Context: an optimization exercise on an open-source flow, tuned for small area, a short achievable clock period and few clock cycles per item. The choices shown serve that exercise and are no tape-out recipe.
At most, simulation tests tie the RTL to the original design; equivalence was not proved.
No functional check of the RTL was part of runs 2 and 3.

===== design/flow/run.sh =====
#!/bin/bash
# synth_recipe.tcl (not shown) runs the flow's synth.tcl, then flattens the netlist and writes it again
# the make line also repeats each setting of config.mk as NAME=value (left out here)
make -C /OpenROAD-flow-scripts/flow DESIGN_CONFIG=/design/flow/config.mk WORK_HOME=/design/flow/orfs CLKGATE_MAP_FILE= SYNTH_SCRIPT=/design/flow/synth_recipe.tcl finish

===== design/flow/config.mk =====
export PLATFORM = sky130hd
export DESIGN_NAME = ntc_temp
export DESIGN_NICKNAME = ntc_temp
export VERILOG_FILES = /design/flow/design.v
export SDC_FILE = /design/flow/constraint.sdc
export NUM_CORES = 4
export LEC_CHECK = 0
export CAP_MARGIN = 20
export CORE_MARGIN = 2
export CORE_UTILIZATION = 40
export PLACE_DENSITY = 0.6
export SETUP_SLACK_MARGIN = 5
export SLEW_MARGIN = 20

===== design/flow/constraint.sdc =====
create_clock -name core_clock -period 11.0 [get_ports {clk}]
set_input_delay 2.2000 -clock core_clock [delete_from_list [all_inputs] [get_ports {clk}]]
set_output_delay 2.2000 -clock core_clock [all_outputs]
set_load 0.01 [all_outputs]

===== design/flow/design.v =====
module ntc_temp (
    input  wire        clk,
    input  wire        rst,
    input  wire        start,
    input  wire [15:0] vref,
    input  wire [15:0] vntc,
    input  wire [31:0] toff,
    output wire        ready,
    output wire        done,
    output reg         err,
    output wire [31:0] result
);
    localparam [2:0] S_IDLE = 3'd0, S_NORM = 3'd1, S_LN = 3'd2, S_DIV = 3'd3, S_FIN = 3'd4;
    localparam [36:0] K1M  = 37'd45713176761;    
    localparam [36:0] LN2  = 37'd2977044472;     
    localparam [36:0] NLN2 = ~LN2 + 37'd1;       
    localparam [37:0] NC273 = ~38'd17901158 + 38'd1;   
    reg  [2:0]  state;
    reg  [4:0]  k;
    reg  [37:0] g;         
    reg  [15:0] t;
    reg  [36:0] acc;       
    reg  [31:0] toffr;
    reg  [13:0] q;         
    wire [29:0] qq = {t, q};
    wire is_idle = (state == S_IDLE);
    wire is_norm = (state == S_NORM);
    wire is_ln   = (state == S_LN);
    wire is_div  = (state == S_DIV);
    wire is_fin  = (state == S_FIN);
    assign ready = is_idle | is_fin;
    assign done  = is_fin;
    wire a_zero = (g[26:11] == 16'd0);
    wire b_zero = (t == 16'd0);
    wire a_n    = g[26];
    wire b_n    = t[15];
    wire init   = is_norm & a_n & b_n;
    function [36:0] lnc;
        input [4:0] kk;
        begin
            case (kk)
                5'd0:  lnc = 37'd2977044472;
                5'd1:  lnc = 37'd1741459379;
                5'd2:  lnc = 37'd958394255;
                5'd3:  lnc = 37'd505874286;
                5'd4:  lnc = 37'd260380768;
                5'd5:  lnc = 37'd132163268;
                5'd6:  lnc = 37'd66589974;
                5'd7:  lnc = 37'd33424039;
                5'd8:  lnc = 37'd16744533;
                5'd9:  lnc = 37'd8380427;
                5'd10: lnc = 37'd4192257;
                5'd11: lnc = 37'd2096640;
                5'd12: lnc = 37'd1048448;
                5'd13: lnc = 37'd524256;
                5'd14: lnc = 37'd262136;
                5'd15: lnc = 37'd131070;
                default: lnc = 37'd1 << (6'd32 - {1'b0, kk});
            endcase
        end
    endfunction
    reg [4:0] kstop;
    always @(*) begin
        casez (acc[36:29])
            8'b1???????: kstop = 5'd16;
            8'b011?????: kstop = 5'd17;
            8'b010?????: kstop = 5'd18;
            8'b0011????: kstop = 5'd19;
            8'b0010????: kstop = 5'd20;
            8'b00011???: kstop = 5'd21;
            8'b00010???: kstop = 5'd22;
            8'b000011??: kstop = 5'd23;
            8'b000010??: kstop = 5'd24;
            8'b0000011?: kstop = 5'd25;
            8'b0000010?: kstop = 5'd27;
            8'b00000011: kstop = 5'd28;
            8'b00000010: kstop = 5'd29;
            default:     kstop = 5'd30;
        endcase
    end
    wire last = is_ln & (k >= kstop);
    reg [37:0] rem0;
    reg [6:0]  mark;
    always @(*) begin
        if      (acc >= 37'd56908316672) begin rem0 = 38'd113413980160; mark = 7'b1000000; end
        else if (acc >= 37'd28454158336) begin rem0 = 38'd56706990080;  mark = 7'b0100000; end
        else if (acc >= 37'd14227079168) begin rem0 = 38'd28353495040;  mark = 7'b0010000; end
        else if (acc >= 37'd7113539584)  begin rem0 = 38'd14176747520;  mark = 7'b0001000; end
        else if (acc >= 37'd3556769792)  begin rem0 = 38'd7088373760;   mark = 7'b0000100; end
        else if (acc >= 37'd1778384896)  begin rem0 = 38'd3544186880;   mark = 7'b0000010; end
        else                             begin rem0 = 38'd1772093440;   mark = 7'b0000001; end
    end
    wire [29:0] shl = g[29:0] >> k[3:0];    
    wire [37:0] sh  = (k[4] == 1'b0) ? {8'd0, shl} : 38'd0;
    wire [37:0] cen = 38'd1 << (5'd31 - k);
    wire [37:0] x2  = is_ln ? sh :
                      is_div ? ~cen :
                      is_fin ? {8'd0, qq} : 38'd0;
    wire [37:0] m   = is_div ? {1'b0, acc} :
                      is_fin ? {6'd0, toffr} :
                      is_ln ? {10'd0, t, 12'd0} : {12'd0, t, 10'd0};
    wire [37:0] mn  = ~m;
    wire [37:0] sv  = g ^ x2 ^ mn;
    wire [37:0] cv  = (g & x2) | (g & mn) | (x2 & mn);
    wire [37:0] s   = sv + {cv[36:0], is_div} + 38'd1;
    wire        take = ~s[37];
    assign result = s[31:0];
    wire [36:0] acc_add = acc + ((is_norm & ~init) ? (a_n ? LN2 : NLN2) : lnc(k));
    always @(posedge clk) begin
        if (rst) begin
            state <= S_IDLE;
        end else begin
            case (state)
                S_IDLE, S_FIN: state <= start ? S_NORM : S_IDLE;
                S_NORM: begin
                    if (a_zero | b_zero) begin
                        err   <= 1'b1;
                        state <= S_FIN;
                    end else if (init) begin
                        state <= S_LN;
                    end
                end
                S_LN:  if (last) state <= S_DIV;
                S_DIV: if (qq[29]) begin
                    err   <= 1'b0;
                    state <= S_FIN;
                end
                default: state <= S_IDLE;
            endcase
        end
    end
    always @(posedge clk) begin
        if (ready)
            g <= {11'd0, vntc, 11'd0};
        else if (last)
            g <= rem0;
        else if (is_div & qq[29])
            g <= NC273;
        else if (is_norm & ~init) begin
            if (~a_n) g <= {g[36:0], 1'b0};
        end else if (take | init)
            g <= {s[36:0], 1'b0};
        else
            g <= {g[36:0], 1'b0};
        if (ready)
            t <= vref;
        else if (init)
            t <= g[26:11];
        else if (last)
            t <= 16'd0;
        else if ((is_norm & ~b_n) | is_div)
            t <= {t[14:0], is_div & q[13]};
        if (ready)
            acc <= K1M;
        else if ((is_norm & ~init & (a_n ^ b_n)) | (is_ln & take))
            acc <= acc_add;
        if (ready)
            k <= 5'd0;
        else if (is_ln & ~last)
            k <= k + 5'd1;
        if (last)
            q <= {7'd0, mark};
        else
            q <= {q[12:0], take & is_div};
        if (ready)
            toffr <= toff;
    end
endmodule

==> results.yml, run 1 <==
route:
  drt_pre_antenna_iters: 6
  vias: 16212
  via_per_inst: 6.500
  drtAntennaViolNets: 0
  drcViolationCount: 0
  dr.first_iter.drc_count: 1999
  drt_wl_total_mm: 66.74
  avgRoutedWirePerCell_um: 26.76
clocking:
  clock_latency_ns: 0.47
  cts_made_buffers: 17
  path_clk_slew_ns: 0.07
  htreeDepth: 4
  clock_path_buffers: 2
  cts_tree: "built"
  postCtsHoldBufs: 0
  clkSinkCount: 145
  clockRootBuffer: "clkbuf_16"
finish:
  area_delta_synth_final_pct: 30.79
  diodes: 0
  fillers: 3452
  drive_above_1_share: 0.2359
  design_area_mm2: 0.01927
  final_nets: 2206
  final_util: 0.5288
floorplan:
  fp.dieW_um: 195.9
  ios: 102
  start_util: 0.4044
  chipHeight_um: 195.9
  dieArea_mm2: 0.03838
  core_area_mm2: 0.03643
  row_count: 70
yosys:
  synth_cells: 1862
  synth_warnings: 1
  synth-edff-count: 64
  syn-num-nets: 2055
  synthTopCellsByCount: "nand2_1 (237), a21oi_1 (181), nor2_1 (133), clkbuf_1 (98)"
  yosysMostFrequentCell: "nand2_1"
  synth_seq_cells: 145
  syn_area_per_cell_um2: 7.912
  synthArstFlopShare: 0
  synth_largest_area_cell: "edfxtp_1"
  synth_top_area_share: 0.1304
  yosysUniqueCellTypes: 92
  yosysSeqAreaShare: 0.2405
  syn_area_mm2: 0.01473
  ys_top_cells_by_area: "edfxtp_1 (13%), dfxtp_1 (11%), ha_1 (7.5%)"
  synth_ff_type: "dfxtp_1"
placement:
  globalplace.congestion: 0.9892
  io_buffer_count: 101
  pre_cts_ws_ns: 2.608
  postPlaceCellArea_mm2: 0.01614
  post-dp-hpwl_mm: 46.14
setup_path:
  critPathLaunch: "g[24]"
  crit_fanout: 7
  start_kind: "flip-flop"
  r2r_cells: 23
  reg2reg_from: "k[1]"
  r2r_end: "acc[30]"
  worstPathRequired_ns: 8.80
  critPathKind: "reg -> out"
  regToRegSetupSlack_ns: 5.09
  worstPathCellList: "buf_6, mux4_2, buf_4, mux2i_2, nor2_1, a21oi_2, o21ai_2, fa_1, ha_4, and3_4, a22oi_2, o21ai_2, o311ai_2, nand2_2, a221oi_4, buf_4, o21bai_1, a21oi_1, xnor2_1, buf_2"
  cp-end-kind: "output pin"
  endpoint: "result[30]"
  crit_arrival_ns: 5.12
  slowest_stage: "fa_1"
  critPathMaxStageDelay_ns: 0.59
global_routing:
  grt_usage: 0.3366
  antenna_found_initial: 1
  overflow: 0
  grt_max_degree: 62
  grt_pass1_vias: 15412
  grt_pass1_wl_mm: 97.01
timing:
  rsz0062_at_grt: "yes"
  setup_viol: 0
  max_slew.worst_pin.slew_ns: 1.079
  fin_crit_ns: 7.319
  slew_headroom: 0.2786
  tns_ns: 0
  fin_skew_ns: 0.01086
  final_max_slew_viol_count: 0
  hold_viol_final: 0
  max_freq_mhz: 136.6
  postLayoutSetupSlackWorst_ns: 3.681
  period_share: 0.6654
outcome:
  status: "timing/DRC/antenna clean"
run:
  maxCapViolCount: 0
worst_hold_path:
  hold_class: "reg -> reg"
cell usage in the layout (no fill, tap or decap), drive strengths merged, types with 39 or more instances in the layout:
| cell | netlist | final |
|---|---|---|
| xnor2 | 41 | 41 |
| nor2 | 134 | 134 |
| dfxtp | 81 | 81 |
| o21ai | 113 | 113 |
| clkdlybuf4s50 | 0 | 70 |
| a31oi | 46 | 46 |
| buf | 33 | 187 |
| a21o | 50 | 50 |
| inv | 91 | 93 |
| ha | 88 | 88 |
| nand3 | 45 | 45 |
| a21oi | 183 | 183 |
| a22oi | 39 | 39 |
| nand2 | 239 | 239 |
| edfxtp | 64 | 64 |
metrics by stage:
| stage | instances | hold slack [ns] |
|---|---|---|
| after floorplan | 1862 | 0.4254 |
| after global placement | 2325 | 0.4413 |
| after detailed placement | 2325 | 0.4425 |
| after CTS | 2457 | 0.4594 |
| after global routing | 2494 | 0.4872 |
| final | 2494 | 0.4667 |
per-layer routing:
layer	track usage	share of wire	vias up
met5	0	0.00019	-
met4	0.1776	0.057	2
met3	0.08200	0.095	264
met2	0.5312	0.45	966
met1	0.4265	0.39	7793
li1	-	-	7187
final cells by class:
| type | instances | area [µm²] | share of cell area |
|---|---|---|---|
| Timing Repair Buffer | 263 | 2484 | 0.1289 |
| Timing Repair inverter | 1 | 7.507 | 0.0003896 |
| Sequential cell | 145 | 3557 | 0.1846 |
| Clock inverter | 14 | 177.7 | 0.009221 |
| Inverter | 92 | 374.1 | 0.01942 |
| Tap cell | 468 | 585.6 | 0.03039 |
| Clock buffer | 18 | 429.2 | 0.02227 |
| Multi-Input combinational cell | 1493 | 11650 | 0.6048 |
state kept, by name (all words and copies together), names as in the netlist:
name / cells
acc: 37
err: 1
g: 37
k: 5
q: 14
state: 3
t: 16
toffr: 32
worst min path at each step:
stage | startpoint | to | depth (start not counted)
finish | q[11] | q[12] | 1
global route | q[11] | q[12] | 1
CTS | q[11] | q[12] | 1
detailed placement | q[11] | q[12] | 1
global placement | q[11] | q[12] | 1
floorplan | q[2] | q[3] | 2
cells by family after synthesis:
group                      synth area share
AOI/OAI and AO/OA                    0.3091
xor gates and xnor gates            0.04263
adders and majority gates            0.1264
buffers and inverters               0.06004
DFF                                  0.2405
muxes                               0.03822
and+or+nand+nor                      0.1831
what timing repair did:
item / CTS / global route
resized for setup: 280 / 159
buffers inserted: 95 / 36
endpoints found under the setup margin: 106 / 73
endpoints found under the hold margin: 0 / 0
cloned: 5 / 1
pin swaps: 60 / 62
worst max-delay path: cells and delay by family (launching register included):
| family | cells | cell delay (ns) |
|---|---|---|
| muxes | 2 | 0.68 |
| adders and majority gates | 2 | 0.83 |
| xor gates and xnor gates | 1 | 0.15 |
| and+or+nand+nor | 3 | 0.40 |
| AOI/OAI and AO/OA | 8 | 1.38 |
| DFF | 1 | 0.52 |
| buffers and inverters | 4 | 0.71 |
Testbench counts, summed over its fixed seeds: cycles 75,647, items 1,600.
==> inputs of run 2 (changes only) <==
--- a/design/flow/design.v
+++ b/design/flow/design.v
@@ -10,5 +10,5 @@
     output reg         err,
-    output wire [31:0] result
+    output reg  [31:0] result
 );
-    localparam [2:0] S_IDLE = 3'd0, S_NORM = 3'd1, S_LN = 3'd2, S_DIV = 3'd3, S_FIN = 3'd4;
+    localparam [2:0] S_IDLE = 3'd0, S_NORM = 3'd1, S_LN = 3'd2, S_DIV = 3'd3, S_FIN = 3'd4, S_DONE = 3'd5;
     localparam [36:0] K1M  = 37'd45713176761;    
@@ -22,4 +22,4 @@
     reg  [36:0] acc;       
-    reg  [31:0] toffr;
     reg  [13:0] q;         
+    reg         take_r;    
     wire [29:0] qq = {t, q};
@@ -30,4 +30,5 @@
     wire is_fin  = (state == S_FIN);
-    assign ready = is_idle | is_fin;
-    assign done  = is_fin;
+    wire is_done = (state == S_DONE);
+    assign ready = is_idle | is_done;
+    assign done  = is_done;
     wire a_zero = (g[26:11] == 16'd0);
@@ -37,3 +38,4 @@
     wire init   = is_norm & a_n & b_n;
-    function [36:0] lnc;
+    wire a_ge_b = (g[26:11] >= t);
+    function [36:0] lncp;
         input [4:0] kk;
@@ -41,19 +43,20 @@
             case (kk)
-                5'd0:  lnc = 37'd2977044472;
-                5'd1:  lnc = 37'd1741459379;
-                5'd2:  lnc = 37'd958394255;
-                5'd3:  lnc = 37'd505874286;
-                5'd4:  lnc = 37'd260380768;
-                5'd5:  lnc = 37'd132163268;
-                5'd6:  lnc = 37'd66589974;
-                5'd7:  lnc = 37'd33424039;
-                5'd8:  lnc = 37'd16744533;
-                5'd9:  lnc = 37'd8380427;
-                5'd10: lnc = 37'd4192257;
-                5'd11: lnc = 37'd2096640;
-                5'd12: lnc = 37'd1048448;
-                5'd13: lnc = 37'd524256;
-                5'd14: lnc = 37'd262136;
-                5'd15: lnc = 37'd131070;
-                default: lnc = 37'd1 << (6'd32 - {1'b0, kk});
+                5'd0:  lncp = 37'd0;
+                5'd1:  lncp = 37'd2977044472;
+                5'd2:  lncp = 37'd1741459379;
+                5'd3:  lncp = 37'd958394255;
+                5'd4:  lncp = 37'd505874286;
+                5'd5:  lncp = 37'd260380768;
+                5'd6:  lncp = 37'd132163268;
+                5'd7:  lncp = 37'd66589974;
+                5'd8:  lncp = 37'd33424039;
+                5'd9:  lncp = 37'd16744533;
+                5'd10: lncp = 37'd8380427;
+                5'd11: lncp = 37'd4192257;
+                5'd12: lncp = 37'd2096640;
+                5'd13: lncp = 37'd1048448;
+                5'd14: lncp = 37'd524256;
+                5'd15: lncp = 37'd262136;
+                5'd16: lncp = 37'd131070;
+                default: lncp = 37'd1 << (6'd33 - {1'b0, kk});
             endcase
@@ -94,9 +97,10 @@
     wire [37:0] sh  = (k[4] == 1'b0) ? {8'd0, shl} : 38'd0;
-    wire [37:0] cen = 38'd1 << (5'd31 - k);
-    wire [37:0] x2  = is_ln ? sh :
-                      is_div ? ~cen :
-                      is_fin ? {8'd0, qq} : 38'd0;
+    wire [37:0] cen  = 38'd1 << (5'd31 - k);
+    wire [37:0] cen2 = take_r ? {cen[36:0], 1'b0} : 38'd0;   
+    wire [37:0] x2  = (is_ln | is_norm) ? sh :
+                      is_div ? ~(cen | cen2) :
+                      {8'd0, qq};
     wire [37:0] m   = is_div ? {1'b0, acc} :
-                      is_fin ? {6'd0, toffr} :
-                      is_ln ? {10'd0, t, 12'd0} : {12'd0, t, 10'd0};
+                      is_fin ? {6'd0, result} :
+                      (is_ln | a_ge_b) ? {10'd0, t, 12'd0} : {11'd0, t, 11'd0};
     wire [37:0] mn  = ~m;
@@ -106,4 +110,4 @@
     wire        take = ~s[37];
-    assign result = s[31:0];
-    wire [36:0] acc_add = acc + ((is_norm & ~init) ? (a_n ? LN2 : NLN2) : lnc(k));
+    wire [36:0] acc_add = acc + ((is_norm & ~init) ? (a_n ? LN2 : NLN2) :
+                                 is_div ? {cen[35:0], 1'b0} : lncp(k));
     always @(posedge clk) begin
@@ -113,3 +117,4 @@
             case (state)
-                S_IDLE, S_FIN: state <= start ? S_NORM : S_IDLE;
+                S_IDLE, S_DONE: state <= start ? S_NORM : S_IDLE;
+                S_FIN: state <= S_DONE;
                 S_NORM: begin
@@ -117,3 +122,3 @@
                         err   <= 1'b1;
-                        state <= S_FIN;
+                        state <= S_DONE;
                     end else if (init) begin
@@ -154,3 +159,3 @@
             acc <= K1M;
-        else if ((is_norm & ~init & (a_n ^ b_n)) | (is_ln & take))
+        else if ((is_norm & ~init & (a_n ^ b_n)) | take_r)
             acc <= acc_add;
@@ -158,3 +163,3 @@
             k <= 5'd0;
-        else if (is_ln & ~last)
+        else if (init | (is_ln & ~last))
             k <= k + 5'd1;
@@ -164,4 +169,7 @@
             q <= {q[12:0], take & is_div};
+        take_r <= (is_ln & take) | (init & a_ge_b);
         if (ready)
-            toffr <= toff;
+            result <= toff;
+        else if (is_fin)
+            result <= s[31:0];
     end
==> run 2 against run 1 <==
Compared with the run above: utilization is 3.4 points lower; still clean on timing, DRC and antenna; area after synthesis is 7.3% higher; setup slack better by 1.4 ns; cell count is 9.6% higher; non-clock buffer count is 49 lower; register-to-register slack hardly changed; sequential share of layout area is 0.12 points higher; synthesized cell count is 14% higher; first-iteration DRC count is 16% higher.
==> results.yml, run 2 <==
yosys:
  synthArstFlopShare: 0
  synth_top_area_share: 0.1215
  synth_seq_cells: 146
  synth_largest_area_cell: "edfxtp_1"
  synth_warnings: 1
  syn-num-nets: 2326
  syn_area_per_cell_um2: 7.467
  synth-edff-count: 64
  synthTopCellsByCount: "nand2_1 (266), a21oi_1 (253), o21ai_0 (173), nor2_1 (155), inv_1 (119)"
  synth_ff_type: "dfxtp_1"
  yosysUniqueCellTypes: 87
  ys_top_cells_by_area: "edfxtp_1 (12%), dfxtp_1 (10%), ha_1 (8.1%)"
  yosysMostFrequentCell: "nand2_1"
  syn_area_mm2: 0.01582
  yosysSeqAreaShare: 0.2253
  synth_cells: 2118
clocking:
  clkSinkCount: 146
  clockRootBuffer: "clkbuf_16"
  clock_path_buffers: 2
  cts_tree: "built"
  postCtsHoldBufs: 0
  cts_made_buffers: 17
  htreeDepth: 4
  clock_latency_ns: 0.48
  path_clk_slew_ns: 0.07
route:
  vias: 17795
  avgRoutedWirePerCell_um: 27.74
  drt_pre_antenna_iters: 9
  dr.first_iter.drc_count: 2325
  drtAntennaViolNets: 0
  drt_wl_total_mm: 75.85
  drcViolationCount: 0
  via_per_inst: 6.509
timing:
  rsz0062_at_grt: "yes"
  slew_headroom: 0.3962
  final_max_slew_viol_count: 0
  max_freq_mhz: 169.0
  fin_crit_ns: 5.916
  max_slew.worst_pin.slew_ns: 0.8987
  hold_viol_final: 0
  period_share: 0.5378
  setup_viol: 0
  tns_ns: 0
  fin_skew_ns: 0.01561
  whs_ns: 0.4597
global_routing:
  grt_usage: 0.3568
  overflow: 0
  grt_pass1_wl_mm: 109.1
  grt_pass1_vias: 16675
  antenna_found_initial: 4
  grt_max_degree: 61
floorplan:
  start_util: 0.4073
  dieArea_mm2: 0.04114
  core_area_mm2: 0.03883
  fp.dieW_um: 202.8
  ios: 102
  row_count: 72
  chipHeight_um: 202.8
setup_path:
  start_kind: "flip-flop"
  worstPathCellList: "and2b_1, buf_4, nand2b_1, nand2_1, buf_6, a311oi_1, a31oi_2, fa_1, inv_1, ha_1, a21o_1, a311oi_2, a211oi_2, a211oi_4, mux2_2, a221oi_2, o211ai_4, buf_12, nor2b_4, a222oi_1, o31ai_1"
  critPathKind: "reg -> reg"
  crit_fanout: 36
  crit_buf_inv: 4
  crit_arrival_ns: 6.12
  cp-end-kind: "flip-flop"
  critPathMaxStageDelay_ns: 0.50
  slowest_stage: "dfxtp_1"
  worstPathRequired_ns: 11.21
  cp_top_family: "compound AO/OA/AOI/OAI gates"
finish:
  drive_above_1_share: 0.1304
  final_cell_mix: "nand2_1 (260), a21oi_1 (237), o21ai_0 (165), nor2_1 (147), inv_1 (113)"
  fillers: 3881
  reg_top3: "acc x37, g x37, result x32"
  design_area_mm2: 0.01920
  area_delta_synth_final_pct: 21.41
  multi_input_area_mm2: 0.01187
  final_nets: 2411
  diodes: 0
  layout_commonest_cell: "nand2_1"
  register_area_mm2: 0.003567
outcome:
  status: "timing/DRC/antenna clean"
placement:
  postPlaceCellArea_mm2: 0.01727
  io_buffer_count: 101
  globalplace.congestion: 1.005
  post-dp-hpwl_mm: 56.42
run:
  maxCapViolCount: 0
worst_hold_path:
  hold_class: "reg -> reg"
-- run 2: cell count changes in the layout (fill, tap and decap cells not counted), sizes merged, moves of 15 or more --
cell	before	now
a21oi	183	253
a221oi	29	10
a222oi	1	17
buf	187	110
clkdlybuf4s50	70	101
ha	88	103
inv	93	126
nand2	239	266
nor2	134	155
o21ai	113	184
o221ai	22	3
-- run 2: repair_timing --
item                                    CTS  global route
endpoints found under the hold margin     0             0
gates cloned                              2             5
buffers inserted                         21            39
pin swaps                                 7            60
endpoints found under the setup margin   88            68
resized for setup                        59           105
-- run 2: metrics by stage --
stage,utilization,worst slack [ns],instances
floorplan,-,5.247,2118
global placement,0.4447,3.724,2635
detailed placement,0.4447,3.669,2635
CTS,0.4718,4.968,2690
global route,0.4945,4.898,2734
finish,0.4945,5.084,2734
-- run 2: cell type report --
type,count,share of cell area
flip-flops and latches,146,0.1858
repair inverters,1,0.0002607
clock buffers,19,0.02476
inverters,120,0.02411
clock inverters,13,0.006712
repair buffers,214,0.1065
well taps,518,0.03375
multi-input cells,1703,0.6181
-- run 2: final timing paths --
path                            startpoint  endpoint  slack, ns  depth (start not counted)
worst max-delay path              state[0]     g[24]       5.08                         21
worst min-delay path                  q[9]     q[10]       0.46                          1
worst max register to register    state[0]     g[24]       5.08                         21
worst min register to register        q[9]     q[10]       0.46                          1
-- run 2: kinds of logic (layout without fill, tap and decap cells) --
kind of cell / after synthesis / in the layout / share of synthesized area
XOR/XNOR: 70 / 70 / 0.03877
multiplexers: 52 / 52 / 0.03813
buffers and inverters: 271 / 367 / 0.06685
AO/OA/AOI/OAI: 778 / 778 / 0.3110
AND/OR/NAND/NOR: 660 / 662 / 0.1903
flip-flops: 146 / 146 / 0.2253
adder cells (fa/ha/maj): 141 / 141 / 0.1296
-- run 2: layer usage --
metal | share of wire | vias up | global-route usage | routed length (µm)
li1 | - | 7909 | - | -
met1 | 0.40 | 8528 | 0.4791 | 30710
met2 | 0.43 | 1151 | 0.5462 | 32880
met3 | 0.12 | 207 | 0.09486 | 8808
met4 | 0.045 | 0 | 0.1376 | 3449
met5 | 0 | - | 0 | 0
-- run 2: worst register-to-register path, delay by kind of cell (launching register included) --
kind	cells	cell delay [ns]
fa+ha+maj	2	0.61
mux	1	0.39
compound gates	10	2.29
flops	1	0.50
buf+inv	4	0.84
simple gates	4	1.02
==> inputs of run 3 (changes only) <==
--- a/design/flow/design.v
+++ b/design/flow/design.v
@@ -33,8 +33,8 @@
     assign done  = is_done;
-    wire a_zero = (g[26:11] == 16'd0);
+    wire a_zero = (g[32:17] == 16'd0);
     wire b_zero = (t == 16'd0);
-    wire a_n    = g[26];
+    wire a_n    = g[32];
     wire b_n    = t[15];
     wire init   = is_norm & a_n & b_n;
-    wire a_ge_b = (g[26:11] >= t);
+    wire a_ge_b = (g[32:17] >= t);
     function [36:0] lncp;
@@ -95,4 +95,3 @@
     end
-    wire [29:0] shl = g[29:0] >> k[3:0];    
-    wire [37:0] sh  = (k[4] == 1'b0) ? {8'd0, shl} : 38'd0;
+    wire [37:0] sh  = (k[4] == 1'b0) ? (g >> k[3:0]) : 38'd0;
     wire [37:0] cen  = 38'd1 << (5'd31 - k);
@@ -104,3 +103,3 @@
                       is_fin ? {6'd0, result} :
-                      (is_ln | a_ge_b) ? {10'd0, t, 12'd0} : {11'd0, t, 11'd0};
+                      (is_ln | a_ge_b) ? {4'd0, t, 18'd0} : {5'd0, t, 17'd0};
     wire [37:0] mn  = ~m;
@@ -138,3 +137,3 @@
         if (ready)
-            g <= {11'd0, vntc, 11'd0};
+            g <= {5'd0, vntc, 17'd0};
         else if (last)
@@ -152,3 +151,3 @@
         else if (init)
-            t <= g[26:11];
+            t <= g[32:17];
         else if (last)
==> design/flow/flow/run.sh (new file) <==
#!/bin/bash
# Own flow: the standard layout (standard.sh) unchanged, except that the
# port buffers that global placement inserts on every input and output are
# the smallest buffer (buf_1) instead of the resizer's default pick.
set -euo pipefail
sed 's|"\${@:-finish}"|"BUFFER_PORTS_ARGS=-buffer_cell sky130_fd_sc_hd__buf_1" "${@:-finish}"|' standard.sh > standard_buf.sh
grep -q "BUFFER_PORTS_ARGS" standard_buf.sh
bash standard_buf.sh finish > flow_make.log 2>&1
==> design/flow/standard.sh (new file) <==
#!/bin/bash
# synth_recipe.tcl (not shown) runs the flow's synth.tcl, then flattens the netlist and writes it again
# the make line also repeats each setting of config.mk as NAME=value (left out here)
make -C /OpenROAD-flow-scripts/flow DESIGN_CONFIG=/design/flow/config.mk WORK_HOME=/design/flow/orfs CLKGATE_MAP_FILE= SYNTH_SCRIPT=/design/flow/synth_recipe.tcl "${@:-finish}"
--- a/design/flow/config.mk
+++ b/design/flow/config.mk
@@ -10,2 +10,3 @@
 export CORE_UTILIZATION = 40
+export CTS_BUF_LIST = sky130_fd_sc_hd__clkbuf_8
 export PLACE_DENSITY = 0.6
removed: design/flow/run.sh
==> run 3 against run 2 <==
Compared with the run above: area after synthesis rose by 2.0%; count of clock-buffer cells in the layout rose by 1; utilization fell by 4.0 points; cell count fell by 1.5%; first-iteration DRC count rose by 8.2%; routed wire length fell by 0.18%; synthesized cell count fell by 0.19%; highest routed layer is now met5.
==> results.yml, run 3 <==
outcome:
  status: "timing/DRC/antenna clean"
floorplan:
  dieArea_mm2: 0.04195
  chipHeight_um: 204.8
  ios: 102
  core_area_mm2: 0.03973
  start_util: 0.4060
  fp.dieW_um: 204.8
  row_count: 73
finish:
  final_util: 0.4546
  fillers: 4074
  final_cell_mix: "nand2_1 (270), a21oi_1 (215), nor2_1 (162), o21ai_0 (137), buf_1 (101)"
  reg_top3: "acc x37, g x37, result x32"
  diodes: 0
  instances_no_fill: 2693
  design_area_mm2: 0.01806
  area_delta_synth_final_pct: 11.98
  layout_commonest_cell: "nand2_1"
  drive_above_1_share: 0.1125
  final_nets: 2363
global_routing:
  use_met3: 0.08018
  grt_use_met2: 0.5220
  antenna_found_initial: 2
  met1_usage: 0.4811
  overflow: 0
  grt-busiest-layer: "met2"
  grt_pass1_vias: 16698
  grt_max_degree: 83
  grt_usage: 0.3536
  grt_pass1_wl_mm: 109.5
clocking:
  clockRootBuffer: "clkbuf_8"
  clkSinkCount: 146
  clock_path_buffers: 2
  cts_made_buffers: 17
  htreeDepth: 4
  path_clk_slew_ns: 0.10
  cts_tree: "built"
  postCtsHoldBufs: 0
  clock_latency_ns: 0.54
setup_path:
  endpoint: "g[27]"
  worstPathCellList: "inv_1, ha_1, and3_1, a21oi_1, o21ai_1, o41ai_2, a31oi_2, and2_4, a221oi_2, fa_1, ha_2, a21oi_2, o211ai_1, a21oi_1, o221a_2, o31ai_4, o211ai_1, buf_4, and3_2, a221oi_1, nor2_1"
  worstPathRequired_ns: 11.29
  cp_top_family: "compound AO/OA/AOI/OAI gates"
  cp-end-kind: "flip-flop"
  r2r_end: "g[27]"
  critical_path_depth: 21
  crit_fanout: 8
  regToRegSetupSlack_ns: 4.98
  start_kind: "flip-flop"
  crit_buf_inv: 2
  r2r_cells: 21
  critPathMaxStageDelay_ns: 0.80
  reg2reg_from: "t[3]"
  slowest_stage: "edfxtp_1"
  crit_arrival_ns: 6.30
  critPathKind: "reg -> reg"
  critPathLaunch: "t[3]"
timing:
  max_freq_mhz: 166.2
  max_slew.worst_pin.slew_ns: 1.274
  tns_ns: 0
  fin_skew_ns: 0.01775
  fin_crit_ns: 6.016
  setup_viol: 0
  slew_headroom: 0.1477
  period_share: 0.5469
  rsz0062_at_grt: "yes"
  final_max_slew_viol_count: 0
  whs_ns: 0.4697
  hold_viol_final: 0
yosys:
  synthArstFlopShare: 0
  synth_largest_area_cell: "edfxtp_1"
  yosysSeqAreaShare: 0.2209
  synth_seq_cells: 146
  synth_ff_type: "dfxtp_1"
  synth_top_area_share: 0.1192
  syn_area_mm2: 0.01613
  ys_top_cells_by_area: "edfxtp_1 (12%), dfxtp_1 (10%), ha_1 (8.0%)"
  synth_cells: 2114
  synthTopCellsByCount: "nand2_1 (271), a21oi_1 (224), nor2_1 (170), o21ai_0 (145), ha_1 (103)"
  yosysUniqueCellTypes: 88
  synth_warnings: 1
  syn-num-nets: 2322
  yosysMostFrequentCell: "nand2_1"
  synth-edff-count: 64
  syn_area_per_cell_um2: 7.630
placement:
  io_buffer_count: 101
  globalplace.congestion: 1.076
  post-dp-hpwl_mm: 54.76
  placed_cells_incl_taps: 2624
  postPlaceCellArea_mm2: 0.01686
route:
  drcViolationCount: 0
  drt_pre_antenna_iters: 9
  vias: 18199
  avgRoutedWirePerCell_um: 28.11
  dr.first_iter.drc_count: 2516
  drt_wl_total_mm: 75.71
  drtAntennaViolNets: 0
  via_per_inst: 6.758
run:
  maxCapViolCount: 0
worst_hold_path:
  hold_depth: 1
  hold_class: "reg -> reg"
run 3: changes by cell type in the layout (fill, tap and decap cells not counted), sizes merged, moves of 8 or more:
cell / before / now
a32oi: 1 / 10
o21ai: 184 / 159
inv: 126 / 78
nor2: 155 / 173
buf: 110 / 169
mux4: 6 / 16
a21oi: 253 / 226
a221oi: 10 / 32
nand3: 44 / 66
nand4: 18 / 26
o31ai: 8 / 23
clkdlybuf4s50: 101 / 0
run 3: cells by family after synthesis:
group                      Yosys count  synth area share
and+or+nand+nor                    697            0.1969
xor gates and xnor gates            67           0.03638
DFF                                146            0.2209
muxes                               58           0.04910
buffers and inverters              233           0.05903
AOI/OAI and AO/OA                  771            0.3100
adders and majority gates          142            0.1277
run 3: per-layer routing:
metal / wire (µm) / up-vias
li1: - / 7986
met1: 30640 / 8711
met2: 31720 / 1232
met4: 4524 / 2
met5: 17 / -
met3: 8811 / 268
run 3: how the worst min path moves through the flow:
stage | to | start
final | q[7] | q[6]
after global routing | q[10] | q[9]
after CTS | q[8] | q[7]
after detailed placement | q[8] | q[7]
after global placement | q[11] | q[10]
after floorplan | q[1] | q[0]
run 3: final cells by class:
| cell class | instances | area, µm² | share of cell area |
|---|---|---|---|
| tap | 525 | 656.9 | 0.03637 |
| multi-input combinational | 1741 | 12140 | 0.6721 |
| inverter | 80 | 315.3 | 0.01746 |
| clock inverter | 12 | 153.9 | 0.008521 |
| timing repair buffer | 169 | 945.9 | 0.05237 |
| sequential | 146 | 3575 | 0.1979 |
| clock buffer | 20 | 275.3 | 0.01524 |
run 3: timing repair:
action,CTS,global route
gates cloned,3,3
resized for setup,43,67
endpoints found under the hold margin,0,0
pin swaps,4,13
endpoints found under the setup margin,78,60
setup buffers,8,23
run 3: metrics by stage:
step / worst slack (ns)
floorplan: 5.408
global placement: 3.887
detailed placement: 3.674
CTS: 5.036
global route: 4.904
finish: 4.984
==> inputs of run 4 (changes only) <==
--- a/design/flow/design.v
+++ b/design/flow/design.v
@@ -66,17 +66,68 @@
     always @(*) begin
-        casez (acc[36:29])
-            8'b1???????: kstop = 5'd16;
-            8'b011?????: kstop = 5'd17;
-            8'b010?????: kstop = 5'd18;
-            8'b0011????: kstop = 5'd19;
-            8'b0010????: kstop = 5'd20;
-            8'b00011???: kstop = 5'd21;
-            8'b00010???: kstop = 5'd22;
-            8'b000011??: kstop = 5'd23;
-            8'b000010??: kstop = 5'd24;
-            8'b0000011?: kstop = 5'd25;
-            8'b0000010?: kstop = 5'd27;
-            8'b00000011: kstop = 5'd28;
-            8'b00000010: kstop = 5'd29;
-            default:     kstop = 5'd30;
+        casez (acc[36:26])
+            11'b1000???????: kstop = 5'd17;
+            11'b1001???????: kstop = 5'd16;
+            11'b1010???????: kstop = 5'd16;
+            11'b1011???????: kstop = 5'd16;
+            11'b1100???????: kstop = 5'd16;
+            11'b1101???????: kstop = 5'd16;
+            11'b1110???????: kstop = 5'd16;
+            11'b1111???????: kstop = 5'd16;
+            11'b01000??????: kstop = 5'd19;
+            11'b01001??????: kstop = 5'd18;
+            11'b01010??????: kstop = 5'd18;
+            11'b01011??????: kstop = 5'd18;
+            11'b01100??????: kstop = 5'd18;
+            11'b01101??????: kstop = 5'd17;
+            11'b01110??????: kstop = 5'd17;
+            11'b01111??????: kstop = 5'd17;
+            11'b001000?????: kstop = 5'd21;
+            11'b001001?????: kstop = 5'd20;
+            11'b001010?????: kstop = 5'd20;
+            11'b001011?????: kstop = 5'd20;
+            11'b001100?????: kstop = 5'd20;
+            11'b001101?????: kstop = 5'd19;
+            11'b001110?????: kstop = 5'd19;
+            11'b001111?????: kstop = 5'd19;
+            11'b0001000????: kstop = 5'd24;
+            11'b0001001????: kstop = 5'd23;
+            11'b0001010????: kstop = 5'd23;
+            11'b0001011????: kstop = 5'd23;
+            11'b0001100????: kstop = 5'd23;
+            11'b0001101????: kstop = 5'd22;
+            11'b0001110????: kstop = 5'd22;
+            11'b0001111????: kstop = 5'd22;
+            11'b00001000???: kstop = 5'd26;
+            11'b00001001???: kstop = 5'd25;
+            11'b00001010???: kstop = 5'd25;
+            11'b00001011???: kstop = 5'd25;
+            11'b00001100???: kstop = 5'd25;
+            11'b00001101???: kstop = 5'd24;
+            11'b00001110???: kstop = 5'd24;
+            11'b00001111???: kstop = 5'd24;
+            11'b000001000??: kstop = 5'd29;
+            11'b000001001??: kstop = 5'd28;
+            11'b000001010??: kstop = 5'd28;
+            11'b000001011??: kstop = 5'd28;
+            11'b000001100??: kstop = 5'd27;
+            11'b000001101??: kstop = 5'd26;
+            11'b000001110??: kstop = 5'd26;
+            11'b000001111??: kstop = 5'd26;
+            11'b0000001000?: kstop = 5'd31;
+            11'b0000001001?: kstop = 5'd30;
+            11'b0000001010?: kstop = 5'd30;
+            11'b0000001011?: kstop = 5'd30;
+            11'b0000001100?: kstop = 5'd30;
+            11'b0000001101?: kstop = 5'd29;
+            11'b0000001110?: kstop = 5'd29;
+            11'b0000001111?: kstop = 5'd29;
+            11'b00000001000: kstop = 5'd31;
+            11'b00000001001: kstop = 5'd31;
+            11'b00000001010: kstop = 5'd31;
+            11'b00000001011: kstop = 5'd31;
+            11'b00000001100: kstop = 5'd31;
+            11'b00000001101: kstop = 5'd31;
+            11'b00000001110: kstop = 5'd31;
+            11'b00000001111: kstop = 5'd31;
+            default:      kstop = 5'd31;
         endcase
@@ -96,3 +147,3 @@
     wire [37:0] sh  = (k[4] == 1'b0) ? (g >> k[3:0]) : 38'd0;
-    wire [37:0] cen  = 38'd1 << (5'd31 - k);
+    wire [37:0] cen  = 38'd1 << (~k);         
     wire [37:0] cen2 = take_r ? {cen[36:0], 1'b0} : 38'd0;   
@@ -100,3 +151,3 @@
                       is_div ? ~(cen | cen2) :
-                      {8'd0, qq};
+                      {6'd0, qq, 2'b10};
     wire [37:0] m   = is_div ? {1'b0, acc} :
@@ -165,3 +216,3 @@
         if (last)
-            q <= {7'd0, mark};
+            q <= {5'd0, mark, 2'd0};
         else
==> run 4 against run 3 <==
Compared with the run above: via count is 3.6% lower; register-to-register slack got worse by 0.03 ns; routed wire length down 7.6%; utilization grew 1.1 points; clock skew up 0.0016 ns; sequential share of layout area down 0.39 points.
==> results.yml, run 4 <==
yosys:
  synth_seq_cells: 146
  synth_top_area_share: 0.1206
  yosysSeqAreaShare: 0.2236
  synth_warnings: 1
  synth-edff-count: 64
  yosysMostFrequentCell: "nand2_1"
  syn_area_per_cell_um2: 7.655
  yosysUniqueCellTypes: 81
  syn-num-nets: 2290
  ys_top_cells_by_area: "edfxtp_1 (12%), dfxtp_1 (10%), ha_1 (8.1%)"
  synth_ff_type: "dfxtp_1"
  synthArstFlopShare: 0
  synth_largest_area_cell: "edfxtp_1"
  synth_cells: 2082
  synthTopCellsByCount: "nand2_1 (281), a21oi_1 (205), nor2_1 (178), o21ai_0 (124), clkbuf_1 (110)"
  syn_area_mm2: 0.01594
setup_path:
  reg2reg_from: "t[9]"
  cp_common_cell: "buf_4"
  crit_fanout: 8
  worstPathRequired_ns: 11.30
  cp-end-kind: "flip-flop"
  start_kind: "flip-flop"
  r2r_cells: 28
  crit_arrival_ns: 6.35
  r2r_end: "g[29]"
  slowest_stage: "edfxtp_1"
  critPathKind: "reg -> reg"
  regToRegSetupSlack_ns: 4.95
  critPathMaxStageDelay_ns: 0.49
floorplan:
  start_util: 0.4030
  dieArea_mm2: 0.04146
  chipHeight_um: 203.6
  row_count: 73
  fp.dieW_um: 203.6
  ios: 102
  core_area_mm2: 0.03955
clocking:
  clock_path_buffers: 2
  cts_made_buffers: 17
  clockRootBuffer: "clkbuf_8"
  postCtsHoldBufs: 0
  cts_tree: "built"
  htreeDepth: 4
  clkSinkCount: 146
  clock_latency_ns: 0.55
  path_clk_slew_ns: 0.10
timing:
  setup_viol: 0
  slew_headroom: 0.3711
  tns_ns: 0
  postLayoutSetupSlackWorst_ns: 4.953
  fin_crit_ns: 6.047
  hold_viol_final: 0
  max_slew.worst_pin.slew_ns: 0.9334
  max_freq_mhz: 165.4
  period_share: 0.5497
  final_max_slew_viol_count: 0
  fin_skew_ns: 0.01932
  rsz0062_at_grt: "yes"
finish:
  final_cell_mix: "nand2_1 (275), a21oi_1 (193), nor2_1 (169), o21ai_0 (116), buf_1 (101)"
  drive_above_1_share: 0.1290
  layout_commonest_cell: "nand2_1"
  reg_top3: "acc x37, g x37, result x32"
  final_util: 0.4659
  final_nets: 2365
  area_delta_synth_final_pct: 15.61
route:
  avgRoutedWirePerCell_um: 25.94
  drtAntennaViolNets: 0
  drcViolationCount: 0
  via_per_inst: 6.504
  vias: 17536
  drt_pre_antenna_iters: 7
  drt_wl_total_mm: 69.94
  dr.first_iter.drc_count: 2256
global_routing:
  antenna_found_initial: 0
  grt_pass1_vias: 16370
  overflow: 0
  grt_usage: 0.3304
  grt_max_degree: 61
  grt_pass1_wl_mm: 103.4
worst_hold_path:
  hold_depth: 1
  holdPathEnd: "q[10]"
  hold_start: "q[9]"
  hold_class: "reg -> reg"
placement:
  post-dp-hpwl_mm: 50.85
  io_buffer_count: 101
  pre_cts_ws_ns: 4.057
  globalplace.congestion: 1.000
outcome:
  status: "timing/DRC/antenna clean"
run:
  maxCapViolCount: 0
==> run 4: changes by cell type in the layout (fill, tap and decap cells not counted), moves of 14 or more <==
cell	before	now
o211ai_1	38	23
buf_4	62	76
o21ai_0	137	116
a21oi_1	215	193
mux2i_1	33	52
nand3_1	62	36
o22ai_1	23	37
==> run 4: area by class of cell <==
cell class	count	area, µm²
Clock buffer	18	247.7
Sequential cell	146	3576
Tap cell	525	656.9
Inverter	83	325.3
Multi-Input combinational cell	1715	12210
Fill cell	3990	21120
Timing Repair Buffer	194	1205
Antenna cell	1	2.502
Clock inverter	14	205.2
==> run 4: worst max-delay path, delay by kind of cell (launching register included) <==
family | cells | cell delay (ns)
AOI/OAI and AO/OA | 13 | 2.32
adders and majority gates | 3 | 0.95
buffers and inverters | 6 | 0.93
and+or+nand+nor | 5 | 0.90
DFF | 1 | 0.49
muxes | 1 | 0.19
==> run 4: how the worst max path moves through the flow <==
stage	startpoint	to	cells past startpoint
final	t[9]	g[29]	28
after global routing	t[9]	g[31]	26
after CTS	t[9]	g[6]	28
after detailed placement	k[0]	g[22]	19
after global placement	k[1]	acc[36]	25
after floorplan	k[0]	acc[36]	26
==> run 4: metrics by stage <==
stage               instances  hold slack (ns)  cell area (µm²)
floorplan                2082           0.4199            15940
global route             2695           0.4764            18420
CTS                      2663           0.4619            17660
finish                   2696           0.4646            18430
detailed placement       2604           0.4408            16750
global placement         2604           0.4378            16750
==> run 4: what timing repair did <==
item,4_1_cts,5_1_grt
resized for setup,61,109
hold endpoints to repair,0,0
setup endpoints to repair,65,58
gates cloned,1,1
setup buffers,26,31
pin swaps,12,34
==> run 4: routing by layer <==
layer	vias up	wire length [µm]	GRT usage
li1	7910	-	-
met1	8394	29230	0.4554
met4	0	3656	0.1616
met5	-	0	0
met2	1021	30340	0.4941
met3	211	6720	0.06296
==> run 4: kinds of logic after synthesis <==
group,after synthesis,synth area share
flip-flops,146,0.2236
XOR/XNOR,67,0.03682
multiplexers,75,0.05597
AND/OR/NAND/NOR,696,0.1974
adder cells (fa/ha/maj),141,0.1286
buffers and inverters,221,0.05283
AO/OA/AOI/OAI,736,0.3048
Testbench counts of run 4, summed over its fixed seeds: cycles 72,754, items 1,600.
==> inputs of run 5 (changes only) <==
--- a/design/flow/design.v
+++ b/design/flow/design.v
@@ -23,3 +23,2 @@
     reg  [13:0] q;         
-    reg         take_r;    
     wire [29:0] qq = {t, q};
@@ -39,3 +38,3 @@
     wire a_ge_b = (g[32:17] >= t);
-    function [36:0] lncp;
+    function [36:0] lnc;
         input [4:0] kk;
@@ -43,20 +42,19 @@
             case (kk)
-                5'd0:  lncp = 37'd0;
-                5'd1:  lncp = 37'd2977044472;
-                5'd2:  lncp = 37'd1741459379;
-                5'd3:  lncp = 37'd958394255;
-                5'd4:  lncp = 37'd505874286;
-                5'd5:  lncp = 37'd260380768;
-                5'd6:  lncp = 37'd132163268;
-                5'd7:  lncp = 37'd66589974;
-                5'd8:  lncp = 37'd33424039;
-                5'd9:  lncp = 37'd16744533;
-                5'd10: lncp = 37'd8380427;
-                5'd11: lncp = 37'd4192257;
-                5'd12: lncp = 37'd2096640;
-                5'd13: lncp = 37'd1048448;
-                5'd14: lncp = 37'd524256;
-                5'd15: lncp = 37'd262136;
-                5'd16: lncp = 37'd131070;
-                default: lncp = 37'd1 << (6'd33 - {1'b0, kk});
+                5'd0:  lnc = 37'd2977044472;
+                5'd1:  lnc = 37'd1741459379;
+                5'd2:  lnc = 37'd958394255;
+                5'd3:  lnc = 37'd505874286;
+                5'd4:  lnc = 37'd260380768;
+                5'd5:  lnc = 37'd132163268;
+                5'd6:  lnc = 37'd66589974;
+                5'd7:  lnc = 37'd33424039;
+                5'd8:  lnc = 37'd16744533;
+                5'd9:  lnc = 37'd8380427;
+                5'd10: lnc = 37'd4192257;
+                5'd11: lnc = 37'd2096640;
+                5'd12: lnc = 37'd1048448;
+                5'd13: lnc = 37'd524256;
+                5'd14: lnc = 37'd262136;
+                5'd15: lnc = 37'd131070;
+                default: lnc = 37'd1 << (6'd32 - {1'b0, kk});
             endcase
@@ -136,3 +134,3 @@
     reg [37:0] rem0;
-    reg [6:0]  mark;
+    reg [6:0]  mark;       
     always @(*) begin
@@ -147,6 +145,5 @@
     wire [37:0] sh  = (k[4] == 1'b0) ? (g >> k[3:0]) : 38'd0;
-    wire [37:0] cen  = 38'd1 << (~k);         
-    wire [37:0] cen2 = take_r ? {cen[36:0], 1'b0} : 38'd0;   
+    wire [37:0] cen = 38'd1 << (5'd31 - k);
     wire [37:0] x2  = (is_ln | is_norm) ? sh :
-                      is_div ? ~(cen | cen2) :
+                      is_div ? ~cen :
                       {6'd0, qq, 2'b10};
@@ -160,4 +157,3 @@
     wire        take = ~s[37];
-    wire [36:0] acc_add = acc + ((is_norm & ~init) ? (a_n ? LN2 : NLN2) :
-                                 is_div ? {cen[35:0], 1'b0} : lncp(k));
+    wire [36:0] acc_add = acc + ((is_norm & ~init) ? (a_n ? LN2 : NLN2) : lnc(k));
     always @(posedge clk) begin
@@ -209,3 +205,3 @@
             acc <= K1M;
-        else if ((is_norm & ~init & (a_n ^ b_n)) | take_r)
+        else if ((is_norm & ~init & (a_n ^ b_n)) | (init & a_ge_b) | (is_ln & take))
             acc <= acc_add;
@@ -219,3 +215,2 @@
             q <= {q[12:0], take & is_div};
-        take_r <= (is_ln & take) | (init & a_ge_b);
         if (ready)
--- a/design/flow/config.mk
+++ b/design/flow/config.mk
@@ -11,3 +11,3 @@
 export CTS_BUF_LIST = sky130_fd_sc_hd__clkbuf_8
-export PLACE_DENSITY = 0.6
+export PLACE_DENSITY = 0.7
 export SETUP_SLACK_MARGIN = 5
==> run 5 against run 4 <==
Compared with the run above: still clean on timing, DRC and antenna; synthesized cell count is 1.2% lower; count of clock-buffer cells in the layout stayed put; non-clock buffer count is 23 lower; register-to-register slack hardly changed; setup slack better by 0.012 ns; cell count is 1.4% lower; routed wire length is 2.9% lower; cell area is 3.1% lower; via count is 1.0% higher; fmax is 0.20% higher; critical path depth is 4 lower; critical endpoint unchanged.
==> results.yml, run 5 <==
timing:
  slew_headroom: 0.2136
  period_share: 0.5486
  setup_viol: 0
  hold_viol_final: 0
  fin_skew_ns: 0.02494
  rsz0062_at_grt: "yes"
  fin_crit_ns: 6.035
  max_freq_mhz: 165.7
  tns_ns: 0
  final_max_slew_viol_count: 0
  max_slew.worst_pin.slew_ns: 1.172
clocking:
  clockRootBuffer: "clkbuf_8"
  clock_latency_ns: 0.53
  cts_made_buffers: 17
  clkSinkCount: 145
  htreeDepth: 4
  clock_path_buffers: 2
  path_clk_slew_ns: 0.10
  postCtsHoldBufs: 0
  cts_tree: "built"
setup_path:
  start_kind: "flip-flop"
  reg2reg_from: "t[2]"
  critPathMaxStageDelay_ns: 0.62
  regToRegSetupSlack_ns: 4.97
  critPathKind: "reg -> reg"
  worstPathRequired_ns: 11.37
  slowest_stage: "fa_2"
  critPathLaunch: "t[2]"
  crit_arrival_ns: 6.41
  cp-end-kind: "flip-flop"
  worstPathCellList: "inv_1, ha_1, nand2_1, o21ai_0, a21oi_1, o21a_1, o21ai_4, or2_4, buf_12, nor2_1, a21oi_1, o22ai_1, fa_2, inv_1, ha_1, a21oi_2, o21ai_0, a221oi_1, o21ai_1, or2_4, o211a_1, a21oi_1, a221oi_1, nor3_1"
  cp_common_cell: "a21oi_1"
  crit_buf_inv: 3
  cp_top_family: "compound AO/OA/AOI/OAI gates"
  crit_fanout: 6
route:
  via_per_inst: 6.666
  drt_wl_total_mm: 67.92
  vias: 17718
  drtAntennaViolNets: 0
  avgRoutedWirePerCell_um: 25.55
  drcViolationCount: 0
  drt_pre_antenna_iters: 8
  dr.first_iter.drc_count: 2438
yosys:
  syn-num-nets: 2267
  synth-edff-count: 64
  yosysMostFrequentCell: "nand2_1"
  synth_top_area_share: 0.1206
  synth_seq_cells: 145
  syn_area_mm2: 0.01594
  synthArstFlopShare: 0
  yosysUniqueCellTypes: 90
  synthTopCellsByCount: "nand2_1 (257), a21oi_1 (192), nor2_1 (192), o21ai_0 (145), ha_1 (106)"
  synth_warnings: 1
  synth_ff_type: "dfxtp_1"
  synth_largest_area_cell: "edfxtp_1"
  synth_cells: 2056
  yosysSeqAreaShare: 0.2223
  syn_area_per_cell_um2: 7.752
  ys_top_cells_by_area: "edfxtp_1 (12%), dfxtp_1 (10%), ha_1 (8.3%)"
worst_hold_path:
  hold_class: "reg -> reg"
  hold_start: "q[12]"
floorplan:
  core_area_mm2: 0.03955
  fp.dieW_um: 203.6
  ios: 102
  dieArea_mm2: 0.04146
  row_count: 73
  chipHeight_um: 203.6
  start_util: 0.4030
outcome:
  status: "timing/DRC/antenna clean"
finish:
  layout_commonest_cell: "nand2_1"
  final_nets: 2331
  final_util: 0.4515
  reg_top3: "acc x37, g x37, result x32"
  drive_above_1_share: 0.1078
  area_delta_synth_final_pct: 12.03
  diodes: 0
  final_cell_mix: "nand2_1 (256), nor2_1 (182), a21oi_1 (182), o21ai_0 (139), buf_1 (101)"
placement:
  post-dp-hpwl_mm: 49.64
  io_buffer_count: 101
  globalplace.congestion: 1.076
global_routing:
  grt_pass1_vias: 16529
  grt_max_degree: 74
  overflow: 0
  grt_pass1_wl_mm: 100.6
  grt_usage: 0.3186
  antenna_found_initial: 0
run:
  maxCapViolCount: 0
-- run 5: through the flow --
step                      instances  cell area [µm²]  hold slack, ns  setup WS [ns]
after global routing           2658            17850          0.4972          4.860
after CTS                      2636            17370          0.4667          5.020
after floorplan                2056            15940          0.4197          5.193
final                          2658            17850          0.4736          4.965
after global placement         2584            16710          0.4363          4.253
after detailed placement       2584            16710          0.4415          4.130
-- run 5: layout make-up --
| class | instances | area, µm² |
|---|---|---|
| Fill cell | 3980 | 21690 |
| Multi-Input combinational cell | 1680 | 11840 |
| Sequential cell | 145 | 3555 |
| Timing Repair Buffer | 171 | 1033 |
| Tap cell | 525 | 656.9 |
| Inverter | 104 | 400.4 |
| Clock buffer | 18 | 247.7 |
| Clock inverter | 14 | 116.4 |
| Timing Repair inverter | 1 | 7.507 |
-- run 5: cells by family (layout without fill, tap and decap cells) --
logic type	count (synthesis)	after routing	synth area share
adder cells (fa/ha/maj)	144	144	0.1309
XOR/XNOR	68	68	0.03737
multiplexers	68	68	0.06249
flip-flops	145	145	0.2223
buffers and inverters	233	308	0.05739
AO/OA/AOI/OAI	679	679	0.2825
AND/OR/NAND/NOR	719	721	0.2069
-- run 5: repair_timing --
item,in CTS,in global routing
pin swaps,2,8
resized for setup,33,80
gates cloned,2,4
endpoints found under the setup margin,99,94
setup buffers,18,18
-- run 5: final timing paths --
| check | end | depth (start not counted) |
|---|---|---|
| setup / recovery | g[29] | 24 |
| hold / removal | q[13] | 1 |
| setup reg to reg | g[29] | 24 |
| hold reg to reg | q[13] | 1 |
-- run 5: worst register-to-register path, delay by kind of cell, from the launching register on --
kind                       cells  cell delay (ns)
DFF                            1             0.53
buffers and inverters          3             0.35
and+or+nand+nor                5             0.83
adders and majority gates      3             1.33
AOI/OAI and AO/OA             13             2.84
-- run 5: metal layers --
metal  wire length (µm)  GRT usage  up-vias
li1                   -          -     7803
met1              26170     0.4112     8365
met2              29440     0.4871     1253
met3               7888    0.08261      297
met4               4416     0.1710        0
met5                  0          0        -
Testbench counts of run 5, summed over its fixed seeds: cycles 72,754, items 1,600.
==> inputs of run 6 (changes only) <==
--- a/design/flow/config.mk
+++ b/design/flow/config.mk
@@ -11,3 +11,3 @@
 export CTS_BUF_LIST = sky130_fd_sc_hd__clkbuf_8
-export PLACE_DENSITY = 0.7
+export PLACE_DENSITY = 0.6
 export SETUP_SLACK_MARGIN = 5
==> run 6 against run 5 <==
Compared with the run above: still clean on timing, DRC and antenna; count of clock-buffer cells in the layout unchanged; global-route usage up 2.1 points; non-clock buffer count up 17; setup slack better by 0.16 ns; critical path depth down 4; via count down 0.85%; cell area up 0.76%; critical endpoint is now g[22].
==> results.yml, run 6 <==
worst_hold_path:
  hold_start: "q[6]"
  hold_class: "reg -> reg"
finish:
  final_nets: 2348
  drive_above_1_share: 0.1130
  design_area_mm2: 0.01799
  final_util: 0.4549
  instances_no_fill: 2675
  final_cell_mix: "nand2_1 (254), a21oi_1 (185), nor2_1 (182), o21ai_0 (137), buf_1 (101)"
  area_delta_synth_final_pct: 12.88
  layout_commonest_cell: "nand2_1"
  diodes: 0
  reg_top3: "acc x37, g x37, result x32"
yosys:
  ys_top_cells_by_area: "edfxtp_1 (12%), dfxtp_1 (10%), ha_1 (8.3%)"
  yosysSeqAreaShare: 0.2223
  yosysMostFrequentCell: "nand2_1"
  synth_top_area_share: 0.1206
  syn_area_mm2: 0.01594
  yosysUniqueCellTypes: 90
  syn_area_per_cell_um2: 7.752
  synth_largest_area_cell: "edfxtp_1"
  synth_warnings: 1
  synthTopCellsByCount: "nand2_1 (257), a21oi_1 (192), nor2_1 (192), o21ai_0 (145), ha_1 (106)"
  synth_seq_cells: 145
  synth-edff-count: 64
  synth_ff_type: "dfxtp_1"
  synthArstFlopShare: 0
  synth_cells: 2056
  syn-num-nets: 2267
setup_path:
  critPathLaunch: "k[1]"
  crit_fanout: 23
  cp-end-kind: "flip-flop"
  worstPathRequired_ns: 11.36
  regToRegSetupSlack_ns: 5.13
  start_kind: "flip-flop"
  critPathKind: "reg -> reg"
  reg2reg_from: "k[1]"
  crit_arrival_ns: 6.23
clocking:
  postCtsHoldBufs: 0
  path_clk_slew_ns: 0.10
  cts_tree: "built"
  htreeDepth: 4
  cts_made_buffers: 17
  clkSinkCount: 145
  clock_latency_ns: 0.60
  clock_path_buffers: 2
  clockRootBuffer: "clkbuf_8"
outcome:
  status: "timing/DRC/antenna clean"
run:
  maxCapViolCount: 0
timing:
  max_freq_mhz: 170.3
  fin_skew_ns: 0.02424
  rsz0062_at_grt: "yes"
  hold_viol_final: 0
  period_share: 0.5337
  setup_viol: 0
  tns_ns: 0
  max_slew.worst_pin.slew_ns: 1.016
  fin_crit_ns: 5.871
  final_max_slew_viol_count: 0
  slew_headroom: 0.3176
route:
  drcViolationCount: 0
  avgRoutedWirePerCell_um: 26.72
  drt_pre_antenna_iters: 9
  drt_wl_total_mm: 71.48
  dr.first_iter.drc_count: 2493
  via_per_inst: 6.567
  vias: 17567
  drtAntennaViolNets: 0
global_routing:
  grt_pass1_wl_mm: 104.0
  grt_max_degree: 66
  grt_pass1_vias: 16077
  antenna_found_initial: 1
  overflow: 0
  grt_usage: 0.3398
floorplan:
  core_area_mm2: 0.03955
  fp.dieW_um: 203.6
  chipHeight_um: 203.6
  row_count: 73
  dieArea_mm2: 0.04146
  start_util: 0.4030
  ios: 102
placement:
  io_buffer_count: 101
  post-dp-hpwl_mm: 52.96
  postPlaceCellArea_mm2: 0.01671
  placed_cells_incl_taps: 2583
  globalplace.congestion: 0.9823
## run 6: repair_timing
| item | 4_1_cts | 5_1_grt |
|---|---|---|
| gates resized for setup | 50 | 51 |
| endpoints found under the setup margin | 100 | 97 |
| pin swaps | 5 | 7 |
| gates cloned | 4 | 1 |
| buffers inserted | 22 | 32 |
## run 6: final timing paths
| kind | depth (start not counted) | end |
|---|---|---|
| worst max-delay path | 20 | g[22] |
| worst min register to register | 2 | q[7] |
| worst max register to register | 20 | g[22] |
| worst min-delay path | 2 | q[7] |
## run 6: layer usage
metal	vias to the layer above	routed length, µm	global-route usage
li1	7839	-	-
met1	8414	29400	0.4622
met2	1096	31350	0.5163
met3	216	7412	0.07351
met4	2	3309	0.1512
met5	-	13	0
## run 6: area by class of cell
| class | count | area, µm² |
|---|---|---|
| fill | 4040 | 21560 |
| multi-input combinational | 1680 | 11830 |
| sequential | 145 | 3555 |
| timing repair buffer | 188 | 1156 |
| tap | 525 | 656.9 |
| inverter | 104 | 411.6 |
| clock buffer | 18 | 247.7 |
| clock inverter | 14 | 123.9 |
| timing repair inverter | 1 | 7.507 |
## run 6: cell families after synthesis
logic type | synth area share
XOR/XNOR | 0.03737
flip-flops | 0.2223
adder cells (fa/ha/maj) | 0.1309
AO/OA/AOI/OAI | 0.2825
buffers and inverters | 0.05739
AND/OR/NAND/NOR | 0.2069
multiplexers | 0.06249
## run 6: stage by stage
stage / hold slack (ns) / setup WS (ns)
3_5_place_dp: 0.4488 / 3.858
5_1_grt: 0.4856 / 4.946
4_1_cts: 0.4747 / 5.005
2_1_floorplan: 0.4197 / 5.193
6_report: 0.4748 / 5.129
3_3_place_gp: 0.4386 / 3.865
## run 6: worst max-delay path, stage by stage, from the launching register on
cell	delay (ns)
dfxtp_4	0.44
inv_1	0.18
ha_1	0.17
buf_4	0.27
nand2_1	0.16
nor3_1	0.81
a22oi_1	0.12
o21ai_0	0.32
fa_1	0.53
inv_1	0.08
ha_1	0.32
a21oi_1	0.15
o21ai_0	0.10
a221oi_1	0.35
o21ai_1	0.16
or2_4	0.27
o211ai_4	0.26
o21ai_2	0.10
buf_6	0.20
and2_2	0.27
a221o_1	0.35

-- static timing again, ports no longer ideal --
Ports are ideal in the flow. The routed layouts listed here were re-timed in OpenROAD. Step 1, drivers: a clkbuf_16 drives clk and a buf_2 each remaining input, both assumed. Step 2 times the ports against the registers' clock, not the clock port: input delays grow and output delays shrink by t, the midpoint of the rising clock arrivals with the driver on. Three values: ideal ports, drivers, drivers and shift; two values: the first two.
run	shift t [ns]	setup slack, ns	hold WS [ns]	slew at the worst register clock pin (ns)
run 1	0.516	3.681 / 3.625 / 4.142	0.467 / 0.467 / 0.467	0.07 / 0.07
run 2	0.526	5.084 / 5.084 / 5.084	0.460 / 0.460 / 0.460	0.08 / 0.08
run 3	0.586	4.984 / 4.984 / 4.984	0.470 / 0.470 / 0.470	0.10 / 0.10
run 4	0.591	4.953 / 4.953 / 4.953	0.465 / 0.465 / 0.465	0.10 / 0.10
run 5	0.569	4.965 / 4.965 / 4.965	0.474 / 0.474 / 0.474	0.10 / 0.10
run 6	0.646	5.129 / 5.129 / 5.129	0.475 / 0.475 / 0.475	0.10 / 0.10
After both steps every run listed still meets setup and hold.
